What follows belongs to an exercise in optimizing a design on an open flow for small area and few clock cycles; a production flow would make more cautious choices. In this exercise RTL edits were held to simulation tests only and were not proved equivalent to the original. Power figures rest on the tool's default switching activity, not on a simulated workload.

== the previous run ==
// cfb_top
module cfb_top (
    input  wire        clk,
    input  wire        rst,
    input  wire        req_valid,
    output wire        req_ready,
    input  wire [7:0]  req_op,
    input  wire [7:0]  req_arg,
    input  wire [7:0]  req_len,
    input  wire [31:0] req_cap,
    input  wire        pl_valid,
    output wire        pl_ready,
    input  wire [7:0]  pl_data,
    output wire        rsp_valid,
    input  wire        rsp_ready,
    output reg  [7:0]  rsp_data,
    output wire        rsp_first,
    output wire        rsp_last,
    output wire        rsp_eop,
    output wire [1:0]  rsp_kind,
    output wire [2:0]  rsp_cause,
    output wire        tout_valid,
    input  wire        tout_ready,
    output reg  [7:0]  tout_data,
    output reg         tout_last,
    output wire        tin_req_valid,
    input  wire        tin_req_ready,
    output wire [4:0]  tin_req_len,
    input  wire        tin_valid,
    output wire        tin_ready,
    input  wire [7:0]  tin_data,
    input  wire        tr_valid,
    output wire        tr_ready,
    input  wire [1:0]  tr_kind,
    input  wire [5:0]  tr_count,
    input  wire [7:0]  tr_code,
    output wire [1:0]  cs_state,
    output wire [3:0]  spd_state
);
For scale: ~2100 cells after synthesis, about 1100 flip-flops, roughly 140 I/O pins.
export LEC_CHECK = 0
export CAP_MARGIN = 20
export CORE_MARGIN = 2
export CORE_UTILIZATION = 40
export CTS_BUF_LIST = sky130_fd_sc_hd__clkbuf_8
export CTS_CLUSTER_DIAMETER = 60
export CTS_CLUSTER_SIZE = 15
export PLACE_DENSITY = 0.6
export SLEW_MARGIN = 20
create_clock -name core_clock -period 10.0 [get_ports {clk}]
standard.sh (not shown) runs the stock make flow with config.mk's settings and CLKGATE_MAP_FILE= SYNTH_SCRIPT=/design/flow/synth_recipe.tcl, a recipe that flattens the netlist after the stock synthesis.
==> flow/flow/run.sh <==
#!/bin/bash
# The standard layout (standard.sh, unchanged synthesis and steps), with
# each port buffer made from the smallest buffer cell instead of the cell that
# buffer_ports picks by itself, and a clock tree without dummy loads.
# The whole make output goes to standard.log.
set -euo pipefail
export BUFFER_PORTS_ARGS="-buffer_cell sky130_fd_sc_hd__buf_1"
export CTS_ARGS="-sink_clustering_enable -repair_clock_nets -sink_clustering_size 15 -sink_clustering_max_diameter 60 -buf_list sky130_fd_sc_hd__clkbuf_8 -dont_use_dummy_load"
bash standard.sh > standard.log 2>&1
The previous run went all the way through the flow, and no timing, DRC or antenna check failed.
Testbench counts of the previous run, summed over its fixed seeds: cycles 92,174.
Setup changes, the previous run to the current run
- a change of CTS_BUF_LIST from sky130_fd_sc_hd__clkbuf_8 to sky130_fd_sc_hd__clkbuf_16
- a change of CTS_CLUSTER_DIAMETER from 60 to 90
- a change of CTS_CLUSTER_SIZE from 15 to 27
==> flow/flow/run.sh <==
#!/bin/bash
# The standard layout (standard.sh, unchanged synthesis and steps), with
# each port buffer made from the smallest buffer cell instead of the cell that
# buffer_ports picks by itself, and a clock tree without dummy loads.
# The whole make output goes to standard.log.
set -euo pipefail
export BUFFER_PORTS_ARGS="-buffer_cell sky130_fd_sc_hd__buf_1"
export CTS_ARGS="-sink_clustering_enable -repair_clock_nets -sink_clustering_size 27 -sink_clustering_max_diameter 90 -buf_list sky130_fd_sc_hd__clkbuf_16 -dont_use_dummy_load"
bash standard.sh > standard.log 2>&1
Notes after the runs:
Diff the current run..the previous run | area of the multi-input gates | unchanged. Layout-stage area growth over the synthesis result ended up 0.22 points lower on the current run than on the previous run. Final wirelength: the current run < the previous run. Taking the previous run as the reference, in the current run critical path depth flat, post-layout minimum cycle time down 90 ps. Number of CTS-inserted buffers, the current run vs the previous run: down by more than a quarter. The current run vs. the previous run: global-route wire length before repair went down by about 1.4%. Delta (the current run minus the previous run): peak ir drop on the vdd network rose about 1.6%, fraction of area in registers about even, post-synthesis mux area share about even. On total power, the previous run and the current run are neck and neck.

cfb_top, a different RTL version from the one above (not shown whole).
Size in the first run: roughly 1100 flip-flops, about 140 I/O pins, ~0.030 sq mm of cells after synthesis.
// cfb_top
module cfb_top (
    input  wire        clk,
    input  wire        rst,
    input  wire        req_valid,
    output wire        req_ready,
    input  wire [7:0]  req_op,
    input  wire [7:0]  req_arg,
    input  wire [7:0]  req_len,
    input  wire [31:0] req_cap,
    input  wire        pl_valid,
    output wire        pl_ready,
    input  wire [7:0]  pl_data,
    output wire        rsp_valid,
    input  wire        rsp_ready,
    output reg  [7:0]  rsp_data,
    output wire        rsp_first,
    output wire        rsp_last,
    output wire        rsp_eop,
    output wire [1:0]  rsp_kind,
    output wire [2:0]  rsp_cause,
    output wire        tout_valid,
    input  wire        tout_ready,
    output reg  [7:0]  tout_data,
    output reg         tout_last,
    output wire        tin_req_valid,
    input  wire        tin_req_ready,
    output wire [4:0]  tin_req_len,
    input  wire        tin_valid,
    output wire        tin_ready,
    input  wire [7:0]  tin_data,
    input  wire        tr_valid,
    output wire        tr_ready,
    input  wire [1:0]  tr_kind,
    input  wire [5:0]  tr_count,
    input  wire [7:0]  tr_code,
    output wire [1:0]  cs_state,
    output wire [3:0]  spd_state
);
    localparam OP_XCHG  = 8'h01;
    localparam OP_SPEED = 8'h02;
    localparam OP_REV   = 8'h10;
    localparam OP_CSF   = 8'h11;
    localparam OP_TILE  = 8'h12;
    localparam S_IDLE  = 4'd0;
    localparam S_LOAD  = 4'd1;
    localparam S_CSON  = 4'd2;
    localparam S_TX    = 4'd3;
    localparam S_RXREQ = 4'd4;
    localparam S_RXDAT = 4'd5;
    localparam S_CSOFF = 4'd6;
    localparam S_SPD   = 4'd7;
    localparam S_RESP  = 4'd8;
    localparam S_DRAIN = 4'd9;
    localparam R_DONE    = 2'd0;
    localparam R_FAIL    = 2'd1;
    localparam R_TIMEOUT = 2'd2;
    localparam E_NONE    = 3'd0;
    localparam E_FAILED  = 3'd1;
    localparam E_TIMEOUT = 3'd2;
    localparam E_SHORTWR = 3'd3;
    localparam E_SHORTRD = 3'd4;
    localparam M_BUF  = 2'd0;    
    localparam M_TILE = 2'd1;
    localparam M_CSF  = 2'd2;
  ...
export LEC_CHECK = 0
export CAP_MARGIN = 20
export CORE_MARGIN = 2
export CORE_UTILIZATION = 40
export CTS_BUF_LIST = sky130_fd_sc_hd__clkbuf_8
export CTS_CLUSTER_DIAMETER = 60
export CTS_CLUSTER_SIZE = 15
export PLACE_DENSITY = 0.6
export SLEW_MARGIN = 20
create_clock -name core_clock -period 10.0 [get_ports {clk}]
run.sh (not shown) runs the stock make flow with config.mk's settings and CLKGATE_MAP_FILE= SYNTH_SCRIPT=/design/flow/synth_recipe.tcl, a recipe that flattens the netlist after the stock synthesis.
Stock flow here: none of the scripts above is used.
The first run produced a clean layout.
Testbench counts at the start, summed over its fixed seeds: cycles 92,515.
Edit:
--- a/flow/config.mk
+++ b/flow/config.mk
@@ -11,4 +11,4 @@
 export CTS_BUF_LIST = sky130_fd_sc_hd__clkbuf_8
-export CTS_CLUSTER_DIAMETER = 60
-export CTS_CLUSTER_SIZE = 15
+export CTS_CLUSTER_DIAMETER = 70
+export CTS_CLUSTER_SIZE = 18
 export PLACE_DENSITY = 0.6
Result: The changed run produced a clean layout. Synthesized area is unchanged. Clock skew is about the same. Core utilization fell by 0.31 points. Via count barely changes. Maximum frequency is about the same. Design area drops slightly.
Edit:
--- a/flow/config.mk
+++ b/flow/config.mk
@@ -10,5 +10,2 @@
 export CORE_UTILIZATION = 40
-export CTS_BUF_LIST = sky130_fd_sc_hd__clkbuf_8
-export CTS_CLUSTER_DIAMETER = 70
-export CTS_CLUSTER_SIZE = 18
 export PLACE_DENSITY = 0.6
Result:
- setup slack gains 0.041 ns
- register-to-register slack is about the same
- utilization went up by 3.2 points

==> separate check: timing with driven ports <==
Ports are ideal in the flow. The routed layouts listed here were re-timed in OpenROAD. Step 1, drivers: a clkbuf_16 drives clk and a buf_2 each remaining input, both assumed. Step 2 moves the port delays by t, midway between the first and last clock arrival at a register: inputs arrive t later, outputs are due t later. That takes back most of the time a late clock gives input paths. Three values: ideal ports, drivers, drivers and shift; two values: the first two.
run | t, ns | setup WS [ns] | worst hold slack (ns) | worst setup path after step 2
the previous run | 0.712 | 2.582 / 2.529 / 3.240 | 0.265 / 0.265 / 0.265 | register to output
the current run | 0.637 | 2.672 / 2.616 / 3.254 | 0.311 / 0.311 / 0.311 | register to output
the first run of note 2 | 0.750 | 1.623 / 1.569 / 2.319 | 0.297 / 0.297 / 0.297 | register to output
the second run of note 2 | 0.732 | 1.640 / 1.584 / 2.316 | 0.316 / 0.316 / 0.316 | register to output
the third run of note 2 | 0.706 | 1.680 / 1.622 / 2.329 | 0.310 / 0.310 / 0.310 | register to output
After both steps setup and hold are still met in every run listed.
